What follows belongs to an exercise in optimizing a design on an open flow for small area; a production flow would make more cautious choices.
Only simulation tests tie the RTL to the original design; equivalence was not proved.
Power is estimated from default activity; no workload was simulated. The clock port is modelled as an ideal driver; clocking choices that lean on that would not hold on a real chip.

==> run a: inputs <==
==> flow/design.v (excerpt) <==
module ipc_doorbell (
    input             clk,
    input             rst,
    input             op_valid,
    input      [31:0] op_td,
    input      [63:0] op_wdata,
    output reg        rd_valid,
    output     [63:0] rd_data,
    output reg        diag_width,
    output reg        diag_range,
    output            host_irq,
    output            dsp_irq_ipc,
    output     [3:0]  dsp_irq_lvl,
    output     [3:0]  h2d_count,
    output     [3:0]  d2h_count,
    output reg        h2d_open,
    output reg        d2h_open
);
    wire [3:0]  port = op_td[31:28];
    wire [3:0]  opc  = op_td[27:24];
    wire [3:0]  f_a  = op_td[23:20];    
    wire [3:0]  f_b  = op_td[19:16];    
    wire [15:0] off  = op_td[15:0];
    wire        is_mmio  = op_valid && (port == 4'd0 || port == 4'd1) &&
                           (opc == 4'd0 || opc == 4'd1);
    wire        side     = port[0];
    wire        blk1     = (f_b == 4'd1);
    wire        has_view = (f_b == 4'd0) || (blk1 && side);
    wire        w4       = (f_a == 4'd4);
    wire        w8       = (f_a == 4'd8);
    wire [3:0]  wi       = off[5:2];
    wire        hi_zero  = (off[15:6] == 10'd0);    
    wire bad_w  = !(w4 || w8) || (off[1:0] != 2'd0) ||
                  (w8 && has_view && hi_zero && (blk1 || wi <= 4'd9));
    wire bad_r  = !has_view || !hi_zero || (w8 && (wi == 4'd15));
    wire acc_ok = is_mmio && !bad_w && !bad_r;
    wire rd_ok  = acc_ok && (opc == 4'd0);
    wire wr_ok  = acc_ok && (opc == 4'd1);
  ...
export LEC_CHECK = 0
export ABC_AREA = 1
export CAP_MARGIN = 20
export CORE_MARGIN = 2
export CORE_UTILIZATION = 60
export CTS_BUF_LIST = sky130_fd_sc_hd__clkbuf_16
export CTS_CLUSTER_DIAMETER = 80
export CTS_CLUSTER_SIZE = 26
export PLACE_DENSITY = 0.8
export SLEW_MARGIN = 20
create_clock -name core_clock -period 10.0 [get_ports {clk}]
standard.sh (not shown) runs the stock make flow with config.mk's settings and CLKGATE_MAP_FILE= SYNTH_SCRIPT=/design/flow/synth_recipe.tcl, a recipe that flattens the netlist after the stock synthesis.
==> flow/flow/run.sh <==
#!/bin/bash
# Own layout flow: the standard synthesis, then the combinational logic is
# mapped again with several area-oriented ABC scripts (registers untouched);
# the smallest mapping that a combinational equivalence check (every
# flip-flop cut into ports) proves equal to the standard netlist is laid out
# with the standard flow. Each tool's full output goes to a log file of
# its own in this folder.
set -euo pipefail
W=$(pwd)
F=$W/flow
Y=$FLOW_HOME/../tools/install/yosys/bin
LIB=$FLOW_HOME/platforms/sky130hd/lib/sky130_fd_sc_hd__tt_025C_1v80.lib
R=$W/orfs/results/sky130hd/ipc_doorbell/base

# 1. Standard synthesis (unchanged).
bash standard.sh synth > $W/synth_standard.log 2>&1
cp $R/1_2_yosys.v $W/synth_standard.v

# 2. Remap the combinational logic; flip-flop instances stay as they are.
python3 $F/libfunc.py $LIB $W/dont_use.txt $W/dont_use_layout.txt > $W/cells.v
PRE="strash;dc2;resub -K 8;refactor -z;rewrite -z;dc2"
declare -A SCR
SCR[a]="$PRE;dch -f;amap -m -F 5;topo"
SCR[b]="$PRE;dch -f;amap -m -F 5;topo;strash;dch -f;amap -m -F 5;topo"
SCR[c]="$PRE;resub -K 12;dc2;dch -f;amap -m -F 5;topo"
SCR[d]="$PRE;resub -K 12;dc2;resub -K 12 -N 2;dc2;dch -f;amap -m -F 5;topo"
SCR[e]="$PRE;resub -K 16;dc2;dch -f;amap -m -F 5;topo"
SCR[f]="strash;dc2;resub -K 6;rewrite -z;resub -K 8;refactor -z;resub -K 10;rewrite -z;resub -K 12;dc2;dch -f;amap -m -F 5;topo"
SCR[g]="$PRE;resub -K 12;dc2;dch -f;amap -m -F 10;topo"
SCR[h]="$PRE;resub -K 12;dc2;dch -f;amap -m -F 5 -A 5;topo"
for k in "${!SCR[@]}"; do
  echo "${SCR[$k]}" | tr ';' '\n' > $W/remap_$k.abc
  cat > $W/remap_$k.ys <<EOY
read_verilog $W/cells.v
read_verilog $W/synth_standard.v
hierarchy -top $FLOW_TOP
flatten
rename -hide w:*.*
read_liberty -lib -overwrite $LIB
techmap
opt -fast
setundef -zero
abc -D 10000 -liberty $LIB $(cat $W/dont_use.txt) -script $W/remap_$k.abc
opt_clean -purge
hilomap -singleton -hicell sky130_fd_sc_hd__conb_1 HI -locell sky130_fd_sc_hd__conb_1 LO
insbuf -buf sky130_fd_sc_hd__buf_4 A X
splitnets
opt_clean -purge
check -assert -mapped
tee -o $W/remap_$k.stat stat -liberty $LIB
write_verilog -noattr -nohex -nodec $W/synth_remap_$k.v
EOY
  ( $Y/yosys -s $W/remap_$k.ys > $W/remap_$k.log 2>&1 || rm -f $W/synth_remap_$k.v ) &
done
wait

# 3. Candidates by area; the first one proven equivalent is used.
python3 $F/cut.py $W/synth_standard.v $W/cec_gold.v
$Y/yosys -p "read_verilog $W/cells.v; read_verilog $W/cec_gold.v; hierarchy -top $FLOW_TOP; flatten; techmap; opt -fast; aigmap; write_aiger -zinit $W/cec_gold.aig" > $W/cec_gold.log 2>&1
: > $W/remap_areas.txt
for k in "${!SCR[@]}"; do
  if [[ -f $W/synth_remap_$k.v ]] && ! grep -q "lpflow\|probe" $W/synth_remap_$k.v; then
    echo "$(awk '/Chip area/ {print $NF}' $W/remap_$k.stat) $k" >> $W/remap_areas.txt
  fi
done
sort -g -o $W/remap_areas.txt $W/remap_areas.txt
echo "standard netlist kept" > $W/remap_used.txt
while read -r area k; do
  python3 $F/cut.py $W/synth_remap_$k.v $W/cec_$k.v
  $Y/yosys -p "read_verilog $W/cells.v; read_verilog $W/cec_$k.v; hierarchy -top $FLOW_TOP; flatten; techmap; opt -fast; aigmap; write_aiger -zinit $W/cec_$k.aig" > $W/cec_$k.log 2>&1 || continue
  $Y/yosys-abc -c "cec $W/cec_gold.aig $W/cec_$k.aig" > $W/cec_${k}_abc.log 2>&1 || true
  if grep -q "Networks are equivalent" $W/cec_${k}_abc.log; then
    cp $W/synth_remap_$k.v $R/1_2_yosys.v
    echo "remap $k ($area um2) used" > $W/remap_used.txt
    break
  fi
done < $W/remap_areas.txt

# 4. Layout: the standard flow from the netlist on.
bash standard.sh \
  "DONT_USE_CELLS=$(cat $W/dont_use_layout.txt)" \
  "BUFFER_PORTS_ARGS=-buffer_cell sky130_fd_sc_hd__buf_1" \
  "CTS_ARGS=-sink_clustering_enable -repair_clock_nets -sink_clustering_size 26 -sink_clustering_max_diameter 80 -buf_list sky130_fd_sc_hd__clkbuf_16 -dont_use_dummy_load" \
  finish > $W/layout.log 2>&1
==> flow/flow/libfunc.py <==
#!/usr/bin/env python3
"""Write Verilog models of a liberty's combinational cells (functions as assigns) and
blackbox stubs of every other cell; with DONTUSE, also write there the yosys abc -dont_use
arguments for the low-power and probe cells, which the platform marks don't-use; with
SIZED, also write there those cells and the logic cells of drive 2 and up (not buffers
or inverters), a don't-use list that leaves the layout's repair buffers to fix slew and
load instead of upsized logic cells.
Usage: libfunc.py LIB [DONTUSE [SIZED]] > cells.v"""
import re, sys
t = open(sys.argv[1]).read()

def cells(text):
    i = 0
    for m in re.finditer(r'\n\s*cell\s*\(\s*"?([\w]+)"?\s*\)\s*\{', text):
        start = m.end()
        depth = 1; j = start
        while depth:
            c = text[j]
            if c == '{': depth += 1
            elif c == '}': depth -= 1
            j += 1
        yield m.group(1), text[start:j-1]

def pins(body):
    out = []
    for m in re.finditer(r'\bpin\s*\(\s*"?(\w+)"?\s*\)\s*\{', body):
        start = m.end(); depth = 1; j = start
        while depth:
            c = body[j]
            if c == '{': depth += 1
            elif c == '}': depth -= 1
            j += 1
        pb = body[start:j-1]
        d = re.search(r'direction\s*:\s*"?(\w+)"?', pb)
        f = re.search(r'\bfunction\s*:\s*"([^"]*)"', pb)
        out.append((m.group(1), d.group(1) if d else None, f.group(1) if f else None))
    return out

def conv(f):
    f = f.strip()
    # postfix ' -> prefix !
    while "'" in f:
        f = re.sub(r"(\w+|\([^()]*\))'", r"(!\1)", f, count=1)
    f = f.replace('*', '&').replace('+', '|')
    # implicit AND (space between operands)
    f = re.sub(r'(\w|\))\s+(?=[\w!(])', r'\1 & ', f)
    return f

dont = []
for name, body in cells(t):
    if 'lpflow' in name or 'probe' in name: dont.append(name)
    ps = []
    for p in pins(body):
        if p[0] not in [q[0] for q in ps]: ps.append(p)
    ins = [p for p in ps if p[1] == 'input']
    outs = [p for p in ps if p[1] == 'output']
    seq = re.search(r'\b(ff|latch|statetable)\s*\(', body) is not None or 'three_state' in body or 'test_cell' in body
    comb = outs and not seq and all(o[2] for o in outs)
    ports = [p[0] for p in ins] + [p[0] for p in outs]
    print(f"(* blackbox *)" if not comb else "", end="")
    print(f"module {name}({', '.join(ports)});")
    for p in ins: print(f"  input {p[0]};")
    for p in outs: print(f"  output {p[0]};")
    for p in ps:
        if p[1] == 'inout': pass
    if comb:
        for o in outs: print(f"  assign {o[0]} = {conv(o[2])};")
    print("endmodule")

if len(sys.argv) > 2:
    open(sys.argv[2], 'w').write(' '.join('-dont_use ' + n for n in dont) + '\n')

if len(sys.argv) > 3:
    keep = ('buf_', 'clkbuf', 'inv_', 'clkinv', 'bufinv', 'dly', 'clkdly', 'df', 'edf', 'sdf',
            'dl', 'sedf', 'conb', 'fill', 'tap', 'decap', 'diode', 'lpflow', 'probe')
    sized = []
    for name, body in cells(t):
        b = name[len('sky130_fd_sc_hd__'):]
        m = re.match(r'(.*)_(\d+)$', b)
        if m and m.group(2) not in ('0', '1') and not b.startswith(keep):
            sized.append(name)
    open(sys.argv[3], 'w').write(' '.join(dont + sized) + '\n')
Other scripts of this flow, unchanged in this note and not shown: flow/flow/cut.py
==> run b: changes against run a <==
--- a/flow/flow/run.sh
+++ b/flow/flow/run.sh
@@ -18,5 +18,5 @@
 
 # 2. Remap the combinational logic; flip-flop instances stay as they are.
-python3 $F/libfunc.py $LIB $W/dont_use.txt $W/dont_use_layout.txt > $W/cells.v
+python3 $F/libfunc.py $LIB $W/dont_use.txt > $W/cells.v
 PRE="strash;dc2;resub -K 8;refactor -z;rewrite -z;dc2"
 declare -A SCR
@@ -79,6 +79,5 @@
 # 4. Layout: the standard flow from the netlist on.
 bash standard.sh \
-  "DONT_USE_CELLS=$(cat $W/dont_use_layout.txt)" \
   "BUFFER_PORTS_ARGS=-buffer_cell sky130_fd_sc_hd__buf_1" \
-  "CTS_ARGS=-sink_clustering_enable -repair_clock_nets -sink_clustering_size 26 -sink_clustering_max_diameter 80 -buf_list sky130_fd_sc_hd__clkbuf_16 -dont_use_dummy_load" \
+  "CTS_ARGS=-sink_clustering_enable -repair_clock_nets -sink_clustering_size 28 -sink_clustering_max_diameter 90 -buf_list sky130_fd_sc_hd__clkbuf_16 -dont_use_dummy_load" \
   finish > $W/layout.log 2>&1
--- a/flow/flow/libfunc.py
+++ b/flow/flow/libfunc.py
@@ -2,9 +2,6 @@
 """Write Verilog models of a liberty's combinational cells (functions as assigns) and
 blackbox stubs of every other cell; with DONTUSE, also write there the yosys abc -dont_use
-arguments for the low-power and probe cells, which the platform marks don't-use; with
-SIZED, also write there those cells and the logic cells of drive 2 and up (not buffers
-or inverters), a don't-use list that leaves the layout's repair buffers to fix slew and
-load instead of upsized logic cells.
-Usage: libfunc.py LIB [DONTUSE [SIZED]] > cells.v"""
+arguments for the low-power and probe cells, which the platform marks don't-use.
+Usage: libfunc.py LIB [DONTUSE] > cells.v"""
 import re, sys
 t = open(sys.argv[1]).read()
@@ -70,13 +67,2 @@
 if len(sys.argv) > 2:
     open(sys.argv[2], 'w').write(' '.join('-dont_use ' + n for n in dont) + '\n')
-
-if len(sys.argv) > 3:
-    keep = ('buf_', 'clkbuf', 'inv_', 'clkinv', 'bufinv', 'dly', 'clkdly', 'df', 'edf', 'sdf',
-            'dl', 'sedf', 'conb', 'fill', 'tap', 'decap', 'diode', 'lpflow', 'probe')
-    sized = []
-    for name, body in cells(t):
-        b = name[len('sky130_fd_sc_hd__'):]
-        m = re.match(r'(.*)_(\d+)$', b)
-        if m and m.group(2) not in ('0', '1') and not b.startswith(keep):
-            sized.append(name)
-    open(sys.argv[3], 'w').write(' '.join(dont + sized) + '\n')
--- a/flow/config.mk
+++ b/flow/config.mk
@@ -9,8 +9,8 @@
 export CAP_MARGIN = 20
 export CORE_MARGIN = 2
-export CORE_UTILIZATION = 60
+export CORE_UTILIZATION = 50
 export CTS_BUF_LIST = sky130_fd_sc_hd__clkbuf_16
-export CTS_CLUSTER_DIAMETER = 80
-export CTS_CLUSTER_SIZE = 26
-export PLACE_DENSITY = 0.8
+export CTS_CLUSTER_DIAMETER = 90
+export CTS_CLUSTER_SIZE = 28
+export PLACE_DENSITY = 0.6
 export SLEW_MARGIN = 20
==> run c: changes against run a <==
--- a/flow/flow/run.sh
+++ b/flow/flow/run.sh
@@ -81,4 +81,4 @@
   "DONT_USE_CELLS=$(cat $W/dont_use_layout.txt)" \
   "BUFFER_PORTS_ARGS=-buffer_cell sky130_fd_sc_hd__buf_1" \
-  "CTS_ARGS=-sink_clustering_enable -repair_clock_nets -sink_clustering_size 26 -sink_clustering_max_diameter 80 -buf_list sky130_fd_sc_hd__clkbuf_16 -dont_use_dummy_load" \
+  "CTS_ARGS=-sink_clustering_enable -repair_clock_nets -sink_clustering_size 30 -sink_clustering_max_diameter 80 -buf_list sky130_fd_sc_hd__clkbuf_16 -dont_use_dummy_load" \
   finish > $W/layout.log 2>&1
--- a/flow/config.mk
+++ b/flow/config.mk
@@ -12,5 +12,5 @@
 export CTS_BUF_LIST = sky130_fd_sc_hd__clkbuf_16
 export CTS_CLUSTER_DIAMETER = 80
-export CTS_CLUSTER_SIZE = 26
+export CTS_CLUSTER_SIZE = 30
 export PLACE_DENSITY = 0.8
 export SLEW_MARGIN = 20
==> run d: changes against run a <==
--- a/flow/config.mk
+++ b/flow/config.mk
@@ -9,8 +9,8 @@
 export CAP_MARGIN = 20
 export CORE_MARGIN = 2
-export CORE_UTILIZATION = 60
+export CORE_UTILIZATION = 65
 export CTS_BUF_LIST = sky130_fd_sc_hd__clkbuf_16
 export CTS_CLUSTER_DIAMETER = 80
 export CTS_CLUSTER_SIZE = 26
-export PLACE_DENSITY = 0.8
+export PLACE_DENSITY = 0.85
 export SLEW_MARGIN = 20
==> notes <==
- Synthesized cell count is the same in run b and run d.
- In run d the utilization is higher than in run b, by 15 points.
- Fmax, lowest first: run c, run a, run b, run d.
- Area after synthesis is the same in run c and run d.
- Via count: run d > run a > run c > run b.
- The highest clock-buffer cell count belongs to run a, the lowest to run c.
- The highest non-clock buffer count belongs to run d, the lowest to run c.
- In run b the clock power is higher than in run c, by 8.0%.

## port drivers added, routing unchanged
The flow's constraints put no driver on any port. The routed layouts listed below were extracted and timed again, unchanged, in two steps.
Step 1, drivers: a clkbuf_16 drives clk and a buf_2 each remaining input, both assumed.
Step 2 times the ports against the registers' clock, not the clock port: input delays grow and output delays shrink by t, the midpoint of the rising clock arrivals with the driver on.
a / b / c = ideal / step 1 / step 2; a / b = the first two.
run	shift t [ns]	setup slack, ns	worst hold slack (ns)	pins driven straight from the clock port
run a	0.708	2.430 / 2.357 / 2.722	0.523 / 0.523 / 0.523	1
run b	0.724	2.605 / 2.647 / 1.923	0.511 / 0.511 / 0.511	1
run c	0.748	2.379 / 2.309 / 2.713	0.520 / 0.520 / 0.520	1
run d	0.722	2.679 / 2.607 / 2.349	0.543 / 0.543 / 0.543	1
After both steps every run listed still meets setup and hold. The setup slack of run b, which loses most, moves by +0.042 ns with the drivers and by -0.682 ns with both steps.
